Source: an optimization exercise on an open RTL-to-GDS flow (aim: small area, a short achievable clock period and few clock cycles). Production flows keep margins and buffers that such runs may drop. The RTL was checked by simulation tests, not by an equivalence proof against the original design. Power figures rest on the tool's default switching activity, not on a simulated workload.

## design/flow/design.v

```verilog
module mspfc_mul_seq (
    input  wire         clk,
    input  wire         rst,
    input  wire         start,
    input  wire [64:0]  a,
    input  wire [63:0]  b,
    output wire         done,
    output wire [127:0] p
);
    reg        busy;
    reg [6:0]  cnt;
    reg [64:0] a_r;
    reg [64:0] hi;
    reg [63:0] lo;
    wire [65:0] sum = {1'b0, hi} + (lo[0] ? {1'b0, a_r} : 66'd0);
    assign done = busy && (cnt == 7'd0);
    assign p    = {hi[63:0], lo};
    always @(posedge clk) begin
        if (rst) begin
            busy <= 1'b0;
            cnt  <= 7'd0;
        end else if (start) begin
            busy <= 1'b1;
            cnt  <= 7'd64;
            a_r  <= a;
            hi   <= 65'd0;
            lo   <= b;
        end else if (busy) begin
            if (cnt == 7'd0) begin
                busy <= 1'b0;
            end else begin
                hi  <= sum[65:1];
                lo  <= {sum[0], lo[63:1]};
                cnt <= cnt - 7'd1;
            end
        end
    end
endmodule
module mspfc_div_seq (
    input  wire        clk,
    input  wire        rst,
    input  wire        start,
    input  wire [64:0] dividend,
    input  wire [63:0] divisor,
    output wire        done,
    output wire [64:0] q,
    output wire [64:0] r,
    output wire [63:0] dvs_o
);
    reg        busy;
    reg [6:0]  cnt;
    reg [63:0] dvs;
    reg [64:0] rem;
    reg [64:0] quo;
    wire [64:0] trial = {rem[63:0], quo[64]};
    wire        fits  = (trial >= {1'b0, dvs});
    wire [64:0] diff  = trial - {1'b0, dvs};
    assign done = busy && (cnt == 7'd0);
    assign q    = quo;
    assign r    = rem;
    assign dvs_o = dvs;
    always @(posedge clk) begin
        if (rst) begin
            busy <= 1'b0;
            cnt  <= 7'd0;
        end else if (start) begin
            busy <= 1'b1;
            cnt  <= 7'd65;
            dvs  <= divisor;
            rem  <= 65'd0;
            quo  <= dividend;
        end else if (busy) begin
            if (cnt == 7'd0) begin
                busy <= 1'b0;
            end else begin
                rem <= fits ? diff : trial;
                quo <= {quo[63:0], fits};
                cnt <= cnt - 7'd1;
            end
        end
    end
endmodule
module mspfc_scale_alu (
    input  wire        clk,
    input  wire        rst,
    input  wire        in_valid,
    output wire        in_ready,
    input  wire        in_unpack,    
    input  wire [2:0]  in_ty,        
    input  wire        in_rnd,       
    input  wire [63:0] in_v,         
    input  wire [63:0] in_s,         
    input  wire [63:0] in_o,         
    input  wire [31:0] in_n,         
    output reg         out_valid,
    output reg  [2:0]  out_status,
    output reg  [63:0] out_data
);
    localparam [2:0] ST_OK    = 3'd0;
    localparam [2:0] ST_ARG   = 3'd2;
    localparam [2:0] ST_RANGE = 3'd5;
    localparam [1:0] S_IDLE = 2'd0;
    localparam [1:0] S_RUN  = 2'd1;
    localparam [1:0] S_FIN  = 2'd2;
    reg  [1:0]  state;
    reg         op_unpack;
    reg  [2:0]  ty;
    reg         rnd;
    reg         bad;
    reg         neg;             
    reg  [63:0] off;
    assign in_ready = (state == S_IDLE);
    wire accept = in_valid && in_ready;
    wire        s_neg  = in_s[63];
    wire [63:0] s_mag  = s_neg ? (~in_s + 64'd1) : in_s;       
    wire        s_zero = (in_s == 64'd0);
    wire [64:0] d      = {in_v[63], in_v} - {in_o[63], in_o};
    wire        d_neg  = d[64];
    wire [64:0] d_mag  = d_neg ? (~d + 65'd1) : d;              
    reg  [32:0] n_ext;
    always @(*) begin
        case (in_ty[2:1])
            2'd0:    n_ext = {{25{in_ty[0] & in_n[7]}},  in_n[7:0]};
            2'd1:    n_ext = {{17{in_ty[0] & in_n[15]}}, in_n[15:0]};
            default: n_ext = {{1{in_ty[0] & in_n[31]}},  in_n[31:0]};
        endcase
    end
    wire        n_neg  = n_ext[32];
    wire [32:0] n_mag  = n_neg ? (~n_ext + 33'd1) : n_ext;      
    wire        ty_bad = (in_ty[2:1] == 2'd3);
    wire         mul_start = accept && !in_unpack && !(s_zero || ty_bad);
    wire         div_start = accept &&  in_unpack && !(s_zero || ty_bad);
    wire         mul_done, div_done;
    wire [127:0] prod;      
    wire [64:0]  quo;
    wire [64:0]  rem;
    wire [63:0]  dvs;
    mspfc_mul_seq u_mul (
        .clk   (clk),
        .rst   (rst),
        .start (mul_start),
        .a     (d_mag),
        .b     (s_mag),
        .done  (mul_done),
        .p     (prod)
    );
    mspfc_div_seq u_div (
        .clk      (clk),
        .rst      (rst),
        .start    (div_start),
        .dividend ({n_mag, 32'd0}),
        .divisor  (s_mag),
        .done     (div_done),
        .q        (quo),
        .r        (rem),
        .dvs_o    (dvs)
    );
    wire [95:0] pk_mag = rnd ? prod[127:32]
                             : (prod[127:32] + {95'd0, prod[31]});
    wire        pk_zero = (pk_mag == 96'd0);
    reg  [32:0] pk_lim;      
    always @(*) begin
        case (ty[2:1])
            2'd0:    pk_lim = neg ? (ty[0] ? 33'h80 : 33'd0)
                                  : (ty[0] ? 33'h7F : 33'hFF);
            2'd1:    pk_lim = neg ? (ty[0] ? 33'h8000 : 33'd0)
                                  : (ty[0] ? 33'h7FFF : 33'hFFFF);
            default: pk_lim = neg ? (ty[0] ? 33'h80000000 : 33'd0)
                                  : (ty[0] ? 33'h7FFFFFFF : 33'hFFFFFFFF);
        endcase
    end
    wire        pk_ovf = !pk_zero && (pk_mag > {63'd0, pk_lim});
    wire [31:0] pk_n   = neg ? (~pk_mag[31:0] + 32'd1) : pk_mag[31:0];
    reg  [31:0] pk_bytes;
    always @(*) begin
        case (ty[2:1])
            2'd0:    pk_bytes = {24'd0, pk_n[7:0]};
            2'd1:    pk_bytes = {16'd0, pk_n[15:0]};
            default: pk_bytes = pk_n;
        endcase
    end
    wire [65:0] up_q   = {1'b0, quo} + {65'd0, ({rem, 1'b0} >= {2'b00, dvs})};
    wire [67:0] up_t   = neg ? (~{2'b00, up_q} + 68'd1) : {2'b00, up_q};
    wire [67:0] up_r   = up_t + {{4{off[63]}}, off};
    wire        up_ovf = (up_r[67:63] != {5{up_r[63]}});
    always @(posedge clk) begin
        if (rst) begin
            state     <= S_IDLE;
            out_valid <= 1'b0;
        end else begin
            out_valid <= 1'b0;
            case (state)
                S_IDLE: begin
                    if (accept) begin
                        op_unpack <= in_unpack;
                        ty        <= in_ty;
                        rnd       <= in_rnd;
                        off       <= in_o;
                        bad       <= s_zero || ty_bad;
                        neg       <= in_unpack ? (n_neg ^ s_neg) : (d_neg ^ s_neg);
                        state     <= (s_zero || ty_bad) ? S_FIN : S_RUN;
                    end
                end
                S_RUN: begin
                    if (op_unpack ? div_done : mul_done)
                        state <= S_FIN;
                end
                default: begin
                    out_valid <= 1'b1;
                    if (bad) begin
                        out_status <= ST_ARG;
                        out_data   <= 64'd0;
                    end else if (op_unpack) begin
                        out_status <= up_ovf ? ST_RANGE : ST_OK;
                        out_data   <= up_ovf ? 64'd0 : up_r[63:0];
                    end else begin
                        out_status <= pk_ovf ? ST_RANGE : ST_OK;
                        out_data   <= pk_ovf ? 64'd0 : {32'd0, pk_bytes};
                    end
                    state <= S_IDLE;
                end
            endcase
        end
    end
endmodule
```

## design/flow/run.sh

```bash
#!/bin/bash
# synth_recipe.tcl (not shown) runs the flow's synth.tcl, then flattens the netlist and writes it again
# the make line also repeats each setting of config.mk as NAME=value (left out here)
make -C /OpenROAD-flow-scripts/flow DESIGN_CONFIG=/design/flow/config.mk WORK_HOME=/design/flow/orfs CLKGATE_MAP_FILE= SYNTH_SCRIPT=/design/flow/synth_recipe.tcl finish
```

## design/flow/constraint.sdc

```tcl
create_clock -name core_clock -period 11.0 [get_ports {clk}]
set_input_delay 2.2000 -clock core_clock [delete_from_list [all_inputs] [get_ports {clk}]]
set_output_delay 2.2000 -clock core_clock [all_outputs]
set_load 0.01 [all_outputs]
```

## design/flow/config.mk

```make
export PLATFORM = sky130hd
export DESIGN_NAME = mspfc_scale_alu
export DESIGN_NICKNAME = mspfc_scale_alu
export VERILOG_FILES = /design/flow/design.v
export SDC_FILE = /design/flow/constraint.sdc
export NUM_CORES = 4
export LEC_CHECK = 0
export CAP_MARGIN = 20
export CORE_MARGIN = 2
export CORE_UTILIZATION = 40
export SLEW_MARGIN = 20
```

==> results by group <==
Critical path
  • Critical-path top delay cell: nor4_4
  • R2r startpoint: u_div.rem[0]$_SDFFCE_PP0P_
  • Setup crit start kind: register
  • CP Max Fanout: 31
  • RR Endpoint: out_data[37]$_SDFFCE_PP0P_
  • CP arrival: 10710 ps
  • Crit-path most repeated cell: o21ai_0
  • Worst stage delay on the critical path: 630 ps
  • Setup CP Type: register to register
  • Nature of the critical path endpoint: register
  • Worst EP required: 11450 ps
  • FF-to-FF path depth: 42
  • R2r setup slk: 740 ps

CTS
  • Number of buffers created by CTS: 68
  • Clock slew at reported path FFs: 60 ps
  • Clock sinks: 544
  • Postcts setup bufs: 0
  • Clk buf depth: 3
  • CTS root buffer: clkbuf_16
  • Clock latency (worst-skew pair): 650 ps
  • H-tree levels: 3
  • CTS tree: done

Timing
  • TNS Setup: 0 ps
  • # setup viols final: 0
  • Worst clock skew: 31.3 ps
  • Min Tclk post-route: 10260 ps
  • Measured slew at the worst slew-check pin: 1140 ps
  • Final period util: 0.932
  • Achievable Freq: 97.5 MHz
  • Setup WS post-layout: 743 ps
  • Final hold vios: 0
  • Max-slew headroom: 0.222
  • Slew Viols, Final: 0

GRT
  • Total gr overflow: 0
  • Pin count of the biggest net entering global routing: 130
  • First-pass GRT wire length: 244000 um
  • Tot GR Track Use: 0.259
  • Vias in the first global route: 39800
  • Initial antenna violation count: 11

Synthesis
  • Synth top area share: 0.331
  • Syn Area/Cell: 8.69 um2
  • Synthesis-stage register bit count: 544
  • Post-synthesis sequential area ratio: 0.339
  • Synth async-reset ratio: 0
  • Cell taking the most area after synthesis: edfxtp_1
  • Most frequent cell after synthesis: nor2_1
  • Top post-synthesis cells by count: nor2_1 (564), edfxtp_1 (525), nand2_1 (427)
  • Synth warn: 3
  • Yosys cell types: 100
  • Main area contributors after synthesis: edfxtp_1 (33%), ha_1 (8.0%), xnor2_1 (6.9%)
  • Post-synthesis cell area: 47700 um2
  • Count of flip-flops with a built-in enable after synthesis: 525
  • Top_reg_cell synth: edfxtp_1
  • Mapped Cells: 5487
  • Syn nets: 6028

Power and ir drop
  • Power per Cell Area: 124 nW/um2
  • VDD IR max: 0.119 mV
  • Leakage dissipation: 21.0 nW

Layout
  • Area occupied by multi-input gates: 29800 um2
  • Ratio of cells with drive above 1 in the final layout: 0.0526
  • # fillers: 11400
  • Finished Cell Area: 54500 um2
  • Nets: 6199
  • Area added between synthesis and finish: 14.2%
  • Sequential standard cell area: 16100 um2

Place
  • Post-Place Worst Slack: 359 ps
  • Final GP Congestion: 0.970
  • Hpwl dp: 128000 um
  • # port buffers: 300
  • DP Area: 52100 um2

Detailed routing
  • First-pass DRT Iterations: 6
  • Routed wire length: 163000 um
  • Drt drc: 0
  • Via count: 43100
  • ANT nets after route: 0
  • DR WL/cell: 22.5 um
  • Iter 0 DRT Violations: 3790
  • DR vias/cell: 5.95

Floorplan
  • Full die area: 122000 um2
  • Initial Util: 0.404
  • Die H: 349 um
  • # IOs: 301
  • Die extent in x: 349 um
  • Core area: 118000 um2
  • Std-Cell Rows: 126

Hold path
  • Min-Delay Startpoint: state[1]$_SDFFE_PP0P_
  • Hold path cells: 1
  • Hold endpoint: state[1]$_SDFFE_PP0P_
  • Min-Delay Path Class: register to register

Flow run
  • # Max-Cap Violations: 0

Outcome
  • Outcome: timing/DRC/antenna clean
## cells in the final DEF, fill, tap and decap left out, drive strengths merged, types with 226 or more instances in the layout
master / netlist / routed
a21o: 229 / 229
nor2: 564 / 564
clkdlybuf4s50: 0 / 299
nand2: 427 / 427
edfxtp: 525 / 525
ha: 305 / 305
xnor2: 377 / 377
a21oi: 367 / 367
inv: 257 / 261
o21ai: 294 / 294
xor2: 226 / 226
## power by group
part	switching, mW	internal [mW]
sequential	0.0874	2.42
clock	0.962	1.38
combinational	1.16	0.731
total	2.21	4.53
## final cells by class
type | instances | share of cell area
clock inverters | 41 | 0.00875
diodes | 4 | 0.000184
clock buffers | 77 | 0.0326
inverters | 259 | 0.0178
flip-flops and latches | 544 | 0.296
well taps | 1536 | 0.0353
repair buffers | 348 | 0.0621
multi-input cells | 4437 | 0.547
## through the flow
| stage | instances | util | hold WS, ps | total power, mW |
|---|---|---|---|---|
| finish | 7246 | 0.461 | 449 | 6.74 |
| global route | 7245 | 0.461 | 479 | 7.03 |
| CTS | 7242 | 0.460 | 451 | 6.76 |
| detailed placement | 7124 | 0.441 | 443 | 4.41 |
| global placement | 7124 | 0.441 | 430 | 4.41 |
| floorplan | 5487 | - | 421 | 3.79 |
## worst max-delay path, delay by kind of cell, from the launching register on
kind | cells | cell delay [ps]
flops | 1 | 420
simple gates | 15 | 4000
fa+ha+maj | 3 | 910
buf+inv | 3 | 610
compound gates | 18 | 3300
xor+xnor | 3 | 790
## cell families (layout without fill, tap and decap cells)
group,Yosys count,after routing,synth area share
other cells,0,4,0
fa+ha+maj,309,309,0.0817
simple gates,2018,2018,0.214
compound gates,1438,1438,0.199
flops,544,544,0.339
buf+inv,506,725,0.0416
xor+xnor,603,603,0.111
mux,69,69,0.0146
## state kept, by name, indices dropped and copies added, names as in the netlist, 2 cells and up
signal and cells:
out_data 64, u_div.quo 65, u_div.cnt 7, state 2, ty 3, out_status 2
u_div.dvs 64, u_mul.hi 65, off 64, u_mul.a_r 65, u_mul.cnt 7, u_mul.lo 64
u_div.rem 65
## worst max-delay path by stage
stage | startpoint | to | slack (ps) | depth (start not counted)
final | u_div.rem[0]$_SDFFCE_PP0P_ | out_data[37]$_SDFFCE_PP0P_ | 740 | 42
after global routing | u_div.dvs[1]$_DFFE_PP_ | out_data[5]$_SDFFCE_PP0P_ | -0.8 | 43
after CTS | u_div.rem[0]$_SDFFCE_PP0P_ | out_data[37]$_SDFFCE_PP0P_ | 240 | 42
after detailed placement | u_div.rem[0]$_SDFFCE_PP0P_ | out_data[3]$_SDFFCE_PP0P_ | 360 | 42
after global placement | u_div.rem[0]$_SDFFCE_PP0P_ | out_data[5]$_SDFFCE_PP0P_ | 800 | 41
after floorplan | in_s[0] | u_mul.hi[0]$_SDFFCE_PP0P_ | 290 | 13
## what timing repair did
item	in CTS	in global routing
setup endpoints to repair	0	65
gates resized for setup	0	25
hold buffers	0	0
## layer usage
layer,up-vias,part of all wire,global-route usage
li1,20500,-,-
met1,20800,0.47,0.385
met2,1552,0.43,0.386
met3,191,0.076,0.0403
met4,2,0.025,0.0699
met5,-,0.000043,0
Testbench counts, summed over its fixed seeds: cycles 161,999.

## port drivers added, routing unchanged
Ports are ideal in the flow. The routed layout listed here was re-timed in OpenROAD.
Step 1 (the two cells are an assumption about what drives the block):
set clk [get_ports {clk}]
set_driving_cell -lib_cell sky130_fd_sc_hd__clkbuf_16 $clk
set_driving_cell -lib_cell sky130_fd_sc_hd__buf_2 [delete_from_list [all_inputs] $clk]
Step 2 also shifts input and output timing later by t, the mid clock arrival at the registers, as if the neighbouring blocks saw the same clock.
Slacks: ideal ports / drivers / drivers and shift; pairs: ideal ports / drivers.
t (ns): 0.708
setup slack, ns: 0.743 / 0.743 / 0.743
worst setup path after step 2: register to register
After both steps setup and hold are still met in this run. The setup slack of this run moves by 0.000 ns with the drivers and by 0.000 ns with both steps.
